What follows belongs to an exercise in optimizing a design on an open flow for small area, a short achievable clock period and few clock cycles; a production flow would make more cautious choices.
No activity file was given, so power comes from the tool's default toggle rates.

==> inputs of build 3 <==
// ssb_seqgen
module ssb_seqgen (
    input  wire        clk,
    input  wire        rst,           
    input  wire        start,
    input  wire [1:0]  op,
    input  wire [11:0] len,           
    input  wire [30:0] cinit,         
    input  wire [8:0]  nid1,          
    input  wire [1:0]  nid2,          
    input  wire [9:0]  ncell,         
    input  wire [5:0]  issb,          
    input  wire [6:0]  lmax,          
    input  wire        nhf,           
    output wire        ready,
    output wire        out_valid,
    output wire [31:0] out_data,
    input  wire        out_ready
);
Settings: LEC_CHECK=0, CAP_MARGIN=20, CORE_MARGIN=2, CORE_UTILIZATION=40, CTS_BUF_LIST=sky130_fd_sc_hd__clkbuf_8, SLEW_MARGIN=20; clock period 10.0 ns.
standard.sh (not shown) runs the stock make flow with config.mk's settings and CLKGATE_MAP_FILE= SYNTH_SCRIPT=/design/flow/synth_recipe.tcl, a recipe that flattens the netlist after the stock synthesis.
==> flow/flow/run.sh <==
#!/bin/bash
# The standard layout (the standard.sh, unchanged synthesis), with
# repair_timing asked for extra setup margin so that the layout is
# optimised for a shorter achieved period, and ports buffered with a
# small buffer cell. Each step's output is logged.
bash standard.sh synth > synth.log 2>&1
bash standard.sh SETUP_SLACK_MARGIN=7.0 "BUFFER_PORTS_ARGS=-buffer_cell sky130_fd_sc_hd__buf_1" finish > finish.log 2>&1
==> build 23: changes against build 3 <==
--- a/flow/design.v
+++ b/flow/design.v
@@ -25,19 +25,17 @@
     localparam [30:0] X1_S1600 = 31'h5e485840;
     localparam [15:0] P_QPSK = 16'h2D41;   
     localparam [15:0] M_QPSK = 16'hD2BF;   
     reg         st_free;                  
     reg         st_start;                 
     reg         st_spend;                 
+    reg         st_fb;                    
     reg         st_warm;                  
     reg         st_wa;                    
-    reg         st_fb;                    
     reg         st_emit;                  
     reg         st_clr;                   
-    reg         geq;                      
-    reg         xq;                       
     reg  [1:0]  gop;
     reg  [30:0] x1, x2;
     reg  [11:0] rem;                      
     reg         seq_act, sss;
     reg  [6:0]  a0;                       
     reg  [6:0]  idx1;                     
@@ -47,26 +45,12 @@
     assign ready     = st_free;
     assign out_valid = ovalid;
     assign out_data  = odata;
     wire        op_prsg = (gop == OP_PRSG);
     wire        op_dmrs = (gop == OP_DMRS);
     wire        op_seq  = gop[0] ^ gop[1];
-    function [10:0] ks_add(input [10:0] a, input [10:0] b);
-        reg [10:0] g, p;
-        integer i, d;
-        begin
-            g = a & b;
-            p = a ^ b;
-            for (d = 1; d < 11; d = d * 2)
-                for (i = 10; i >= d; i = i - 1) begin
-                    g[i] = g[i] | (p[i] & g[i-d]);
-                    p[i] = p[i] & p[i-d];
-                end
-            ks_add = a ^ b ^ {g[9:0], 1'b0};
-        end
-    endfunction
     wire p1_t0 = x1[1] ^ x1[4];
     wire p1_t1 = x1[2] ^ x1[5];
     wire x1_s0 = p1_t0;
     wire x1_s1 = p1_t1;
     wire x1_s2 = x1[3] ^ x1[6];
     wire x1_s3 = x1[4] ^ x1[7];
@@ -94,39 +78,40 @@
     wire x1_s25 = x1[26] ^ x1[29];
     wire x1_s26 = x1[27] ^ x1[30];
     wire x1_s27 = x1[0] ^ x1[3] ^ x1[28];
     wire x1_s28 = x1[29] ^ p1_t0;
     wire x1_s29 = x1[30] ^ p1_t1;
     wire x1_s30 = x1[0] ^ x1[6];
+    wire x1_b63 = x1[1] ^ x1[7];
     wire p2_t0 = x2[1] ^ x2[2];
-    wire p2_t1 = x2[26] ^ x2[27];
-    wire p2_t2 = x2[28] ^ x2[29];
-    wire p2_t3 = x2[0] ^ x2[30];
-    wire p2_t4 = x2[3] ^ x2[4];
-    wire p2_t5 = x2[5] ^ x2[6];
+    wire p2_t1 = x2[3] ^ x2[5];
+    wire p2_t2 = x2[26] ^ x2[27];
+    wire p2_t3 = x2[28] ^ x2[29];
+    wire p2_t4 = x2[0] ^ x2[30];
+    wire p2_t5 = x2[4] ^ x2[6];
     wire p2_t6 = x2[7] ^ x2[8];
     wire p2_t7 = x2[9] ^ x2[10];
     wire p2_t8 = x2[11] ^ x2[12];
     wire p2_t9 = x2[13] ^ x2[14];
     wire p2_t10 = x2[15] ^ x2[16];
     wire p2_t11 = x2[17] ^ x2[18];
     wire p2_t12 = x2[19] ^ x2[20];
     wire p2_t13 = x2[21] ^ x2[22];
     wire p2_t14 = x2[23] ^ x2[24];
-    wire p2_t15 = x2[2] ^ x2[5];
-    wire p2_t16 = x2[25] ^ p2_t14;
-    wire p2_t17 = x2[25] ^ p2_t1;
-    wire p2_t18 = x2[3] ^ p2_t3;
-    wire p2_t19 = p2_t0 ^ p2_t2;
-    wire p2_t20 = x2[4] ^ p2_t3;
-    wire x2_s0 = p2_t0 ^ p2_t4;
-    wire x2_s1 = p2_t4 ^ p2_t15;
-    wire x2_s2 = p2_t4 ^ p2_t5;
-    wire x2_s3 = x2[4] ^ x2[7] ^ p2_t5;
-    wire x2_s4 = p2_t5 ^ p2_t6;
-    wire x2_s5 = x2[6] ^ x2[9] ^ p2_t6;
+    wire p2_t15 = x2[3] ^ p2_t0;
+    wire p2_t16 = x2[2] ^ p2_t1;
+    wire p2_t17 = x2[6] ^ p2_t6;
+    wire p2_t18 = x2[25] ^ p2_t14;
+    wire p2_t19 = x2[25] ^ p2_t2;
+    wire p2_t20 = x2[4] ^ p2_t4;
+    wire x2_s0 = x2[4] ^ p2_t15;
+    wire x2_s1 = x2[4] ^ p2_t16;
+    wire x2_s2 = p2_t1 ^ p2_t5;
+    wire x2_s3 = x2[5] ^ x2[7] ^ p2_t5;
+    wire x2_s4 = x2[5] ^ p2_t17;
+    wire x2_s5 = x2[9] ^ p2_t17;
     wire x2_s6 = p2_t6 ^ p2_t7;
     wire x2_s7 = x2[8] ^ x2[11] ^ p2_t7;
     wire x2_s8 = p2_t7 ^ p2_t8;
     wire x2_s9 = x2[10] ^ x2[13] ^ p2_t8;
     wire x2_s10 = p2_t8 ^ p2_t9;
     wire x2_s11 = x2[12] ^ x2[15] ^ p2_t9;
@@ -136,25 +121,26 @@
     wire x2_s15 = x2[16] ^ x2[19] ^ p2_t11;
     wire x2_s16 = p2_t11 ^ p2_t12;
     wire x2_s17 = x2[18] ^ x2[21] ^ p2_t12;
     wire x2_s18 = p2_t12 ^ p2_t13;
     wire x2_s19 = x2[20] ^ x2[23] ^ p2_t13;
     wire x2_s20 = p2_t13 ^ p2_t14;
-    wire x2_s21 = x2[22] ^ p2_t16;
-    wire x2_s22 = x2[26] ^ p2_t16;
-    wire x2_s23 = x2[24] ^ p2_t17;
-    wire x2_s24 = x2[28] ^ p2_t17;
-    wire x2_s25 = p2_t1 ^ p2_t2;
-    wire x2_s26 = x2[27] ^ x2[30] ^ p2_t2;
-    wire x2_s27 = p2_t18 ^ p2_t19;
+    wire x2_s21 = x2[22] ^ p2_t18;
+    wire x2_s22 = x2[26] ^ p2_t18;
+    wire x2_s23 = x2[24] ^ p2_t19;
+    wire x2_s24 = x2[28] ^ p2_t19;
+    wire x2_s25 = p2_t2 ^ p2_t3;
+    wire x2_s26 = x2[27] ^ x2[30] ^ p2_t3;
+    wire x2_s27 = p2_t3 ^ p2_t4 ^ p2_t15;
     wire x2_s28 = x2[29] ^ p2_t20;
-    wire x2_s29 = p2_t15 ^ p2_t18;
-    wire x2_s30 = x2[0] ^ x2[2] ^ x2[4] ^ x2[6];
-    wire x2_j0 = x2[30] ^ p2_t0 ^ p2_t1;
+    wire x2_s29 = p2_t4 ^ p2_t16;
+    wire x2_s30 = x2[0] ^ x2[2] ^ p2_t5;
+    wire x2_b63 = x2[1] ^ x2[7] ^ p2_t1;
+    wire x2_j0 = x2[30] ^ p2_t0 ^ p2_t2;
     wire x2_j1 = x2[0] ^ x2[1] ^ x2[27] ^ x2[28];
-    wire x2_j2 = p2_t19;
+    wire x2_j2 = p2_t0 ^ p2_t3;
     wire x2_j3 = x2[2] ^ x2[3] ^ x2[29] ^ x2[30];
     wire x2_j4 = p2_t0 ^ p2_t20;
     wire x2_j5 = x2[0] ^ x2[5];
     wire x2_j6 = x2[1] ^ x2[6];
     wire x2_j7 = x2[2] ^ x2[7];
     wire x2_j8 = x2[3] ^ x2[8];
@@ -205,25 +191,19 @@
     wire [9:0]  f_ncell = x1[20:11];
     wire [2:0]  f_issb  = x1[23:21];
     wire        f_nhf   = x1[24];
     wire        f_l4    = x1[25];
     wire [2:0]  ip      = f_l4 ? {f_nhf, f_issb[1:0]} : f_issb;
     wire [3:0]  ip1     = {1'b0, ip} + 4'd1;
-    reg  [7:0]  q1;                       
-    integer qb;
-    always @* begin
-        for (qb = 0; qb < 8; qb = qb + 1)
-            q1[qb] = f_ncell[2+qb] ^ (&(f_ncell[9:2] | ~((8'd1 << qb) - 8'd1)));
-    end
-    wire [10:0] pp0     = ip1[0] ? {3'd0, q1} : 11'd0;
-    wire [10:0] pp1     = ip1[1] ? {2'd0, q1, 1'b0} : 11'd0;
-    wire [10:0] pp2     = (ip1[2] ? {1'b0, q1, 2'd0} : 11'd0) | (ip1[3] ? {q1, 3'd0} : 11'd0);
-    wire [10:0] csa_s   = pp0 ^ pp1 ^ pp2;
-    wire [9:0]  csa_c   = (pp0[9:0] & pp1[9:0]) | (pp0[9:0] & pp2[9:0]) | (pp1[9:0] & pp2[9:0]);
-    wire [30:0] dmrs_a  = {csa_c, csa_s, ip1, 4'd0, f_ncell[1:0]};
-    wire [10:0] b_prod  = ks_add(x2[20:10], {x2[30:21], 1'b0});
+    wire [7:0]  q1      = f_ncell[9:2] + 8'd1;
+    wire [30:0] dmrs_a  = {9'd0, q1, 4'd0, ip1, 4'd0, f_ncell[1:0]};
+    wire [3:0]  b_ip1   = x2[9:6];
+    wire [7:0]  b_q1    = x2[21:14];
+    wire [10:0] b_prod  = (b_ip1[0] ? {3'd0, b_q1} : 11'd0) +
+                          (b_ip1[1] ? {2'd0, b_q1, 1'b0} : 11'd0) +
+                          ((b_ip1[2] ? {1'b0, b_q1, 2'd0} : 11'd0) | (b_ip1[3] ? {b_q1, 3'd0} : 11'd0));
     wire [30:0] dmrs_b  = {9'd0, b_prod, 1'b0, x2[9:6], 4'd0, x2[1:0]};
     wire [8:0]  f_nid1 = x1[8:0];
     wire [1:0]  f_nid2 = x1[10:9];
     wire [1:0]  grp    = (f_nid1 >= 9'd224) ? 2'd2 : (f_nid1 >= 9'd112) ? 2'd1 : 2'd0;
     wire [8:0]  nid1m  = f_nid1 - 9'd112 * grp;
     reg  [6:0]  a0_init;
@@ -249,13 +229,13 @@
         end
     end
     wire        slot      = !ovalid || out_ready;
     wire        seq_last  = (scnt == 7'd126);
     wire        seq_emit  = seq_act && slot;
     wire        seq_free  = !seq_act || (seq_emit && seq_last);
-    wire        gold_emit = geq && slot;
+    wire        gold_emit = st_emit && !seq_act && slot;
     wire        gold_done = gold_emit && g_last;
     wire        clr_go    = gold_done && !dmrs && short;     
     wire        clr_done  = st_clr && scnt[4:0] == 5'd31;
     wire        seq_load  = (st_start || st_spend) && op_seq && seq_free;
     wire        warm_end  = st_warm && !st_wa && x1 == X1_S352;
     wire        seq_neg  = a0[0] ^ (sss & XS1[idx1]);
@@ -284,57 +264,49 @@
     wire        prsg_empty = (rem == 12'd0);
     always @(posedge clk) begin
         if (rst) begin
             st_free  <= 1'b1;
             st_start <= 1'b0;
             st_spend <= 1'b0;
+            st_fb    <= 1'b0;
             st_warm  <= 1'b0;
             st_wa    <= 1'b0;
-            st_fb    <= 1'b0;
             st_emit  <= 1'b0;
             st_clr   <= 1'b0;
         end else begin
             st_free  <= (st_free && !start) || (st_start && op_prsg && prsg_empty) ||
                         ((st_start || st_spend) && op_seq && seq_free) ||
                         (gold_done && !clr_go) || clr_done;
             st_start <= st_free && start;
             st_spend <= (st_start || st_spend) && op_seq && !seq_free;
             st_fb    <= st_start && op_dmrs;
-            st_warm  <= st_fb || (st_start && op_prsg && !prsg_empty) ||
+            st_warm  <= (st_start && op_prsg && !prsg_empty) || st_fb ||
                         (st_warm && !warm_end);
-            st_wa    <= st_fb || (st_start && op_prsg && !prsg_empty) ||
+            st_wa    <= (st_start && op_prsg && !prsg_empty) || st_fb ||
                         (st_wa && x1 != X1_S96);
-            st_emit  <= st_emit_n;
+            st_emit  <= warm_end || (st_emit && !gold_done);
             st_clr   <= clr_go || (st_clr && !clr_done);
         end
     end
-    wire        st_emit_n = warm_end || (st_emit && !gold_done);
-    wire        seq_act_n = seq_load || (seq_act && !(seq_emit && seq_last));
-    wire        geq_n     = st_emit_n && !seq_act_n;
-    wire        xq_n      = geq_n && (!gop[0] || (gold_emit ? rem[4:0] == 5'd4 : rem[4:0] == 5'd2));
-    always @(posedge clk) begin
-        geq <= !rst && geq_n;
-        xq  <= !rst && xq_n;
-    end
-    wire        g_step = st_warm || (xq && slot);
+    wire        g_step = st_warm || (gold_emit && g_adv);
     always @(posedge clk) begin
         if (st_free) begin
             x1  <= {5'd0, lmax == 7'd4, nhf, issb[2:0], ncell, nid2, nid1};
             x2  <= cinit;
             rem <= len;
             gop <= op;
         end else if (st_start) begin
             if (op_dmrs) begin
-                x1  <= X1_S0;
                 x2  <= dmrs_a;
                 rem <= 12'd288;
             end else if (op_prsg) begin
                 x1  <= X1_S32;
                 x2  <= x2_jump;
             end
         end else if (st_fb) begin
+            x1 <= X1_S0;
             x2 <= dmrs_b;
         end else if (g_step) begin
             x1 <= warm_end ? X1_S1600 : x1_step;
             x2 <= st_wa ? x2_jump : x2_step;
         end
         if (gold_emit)
==> flow/flow/run.sh (replaced) <==
#!/bin/bash
# The standard layout (the standard.sh, unchanged synthesis), with
# repair_timing asked for extra setup margin so that the layout is
# optimised for a shorter achieved period. Each step's output is logged.
bash standard.sh synth > synth.log 2>&1
bash standard.sh SETUP_SLACK_MARGIN=7.0 finish > finish.log 2>&1
Settings changed: CTS_BUF_LIST sky130_fd_sc_hd__clkbuf_8 to not set.
==> summary of the runs <==
Sequential power: build 23 is smaller than build 3 (about 3.7%).
In build 3 the synthesized cell count is larger than in build 23, by 1.8%.
Between build 3 and build 23, the lower sequential share of layout area is in build 23 (gap 1.9 points).
Between build 3 and build 23, the lower count of clock-buffer cells in the layout is in build 3 (gap 1).
In build 3 the maximum frequency is larger than in build 23, by 7.0%.
No run of this note included a check of the RTL's function; only the layout flow was run.

==> separate check: timing with driven ports <==
No port has a modelled driver above. Below, the same layouts with a new extraction and two added sets of constraints. Step 1 sets driving cells, clkbuf_16 on the clock port and buf_2 on the other inputs (assumed; they add their load-dependent delay and slew). Step 2 times the ports against the registers' clock, not the clock port: input delays grow and output delays shrink by t, the midpoint of the rising clock arrivals with the driver on. Three values: ideal, step 1, step 2; two values: the first two.
run	t, ns	setup slack, ns	pins driven straight from the clock port
build 3	0.502	6.909 / 6.902 / 6.430	1
build 23	0.470	6.691 / 6.691 / 6.536	1
After both steps every run listed still meets setup and hold. For build 3, which loses most, drivers alone change the setup slack by -0.007 ns; drivers and shift together by -0.479 ns.
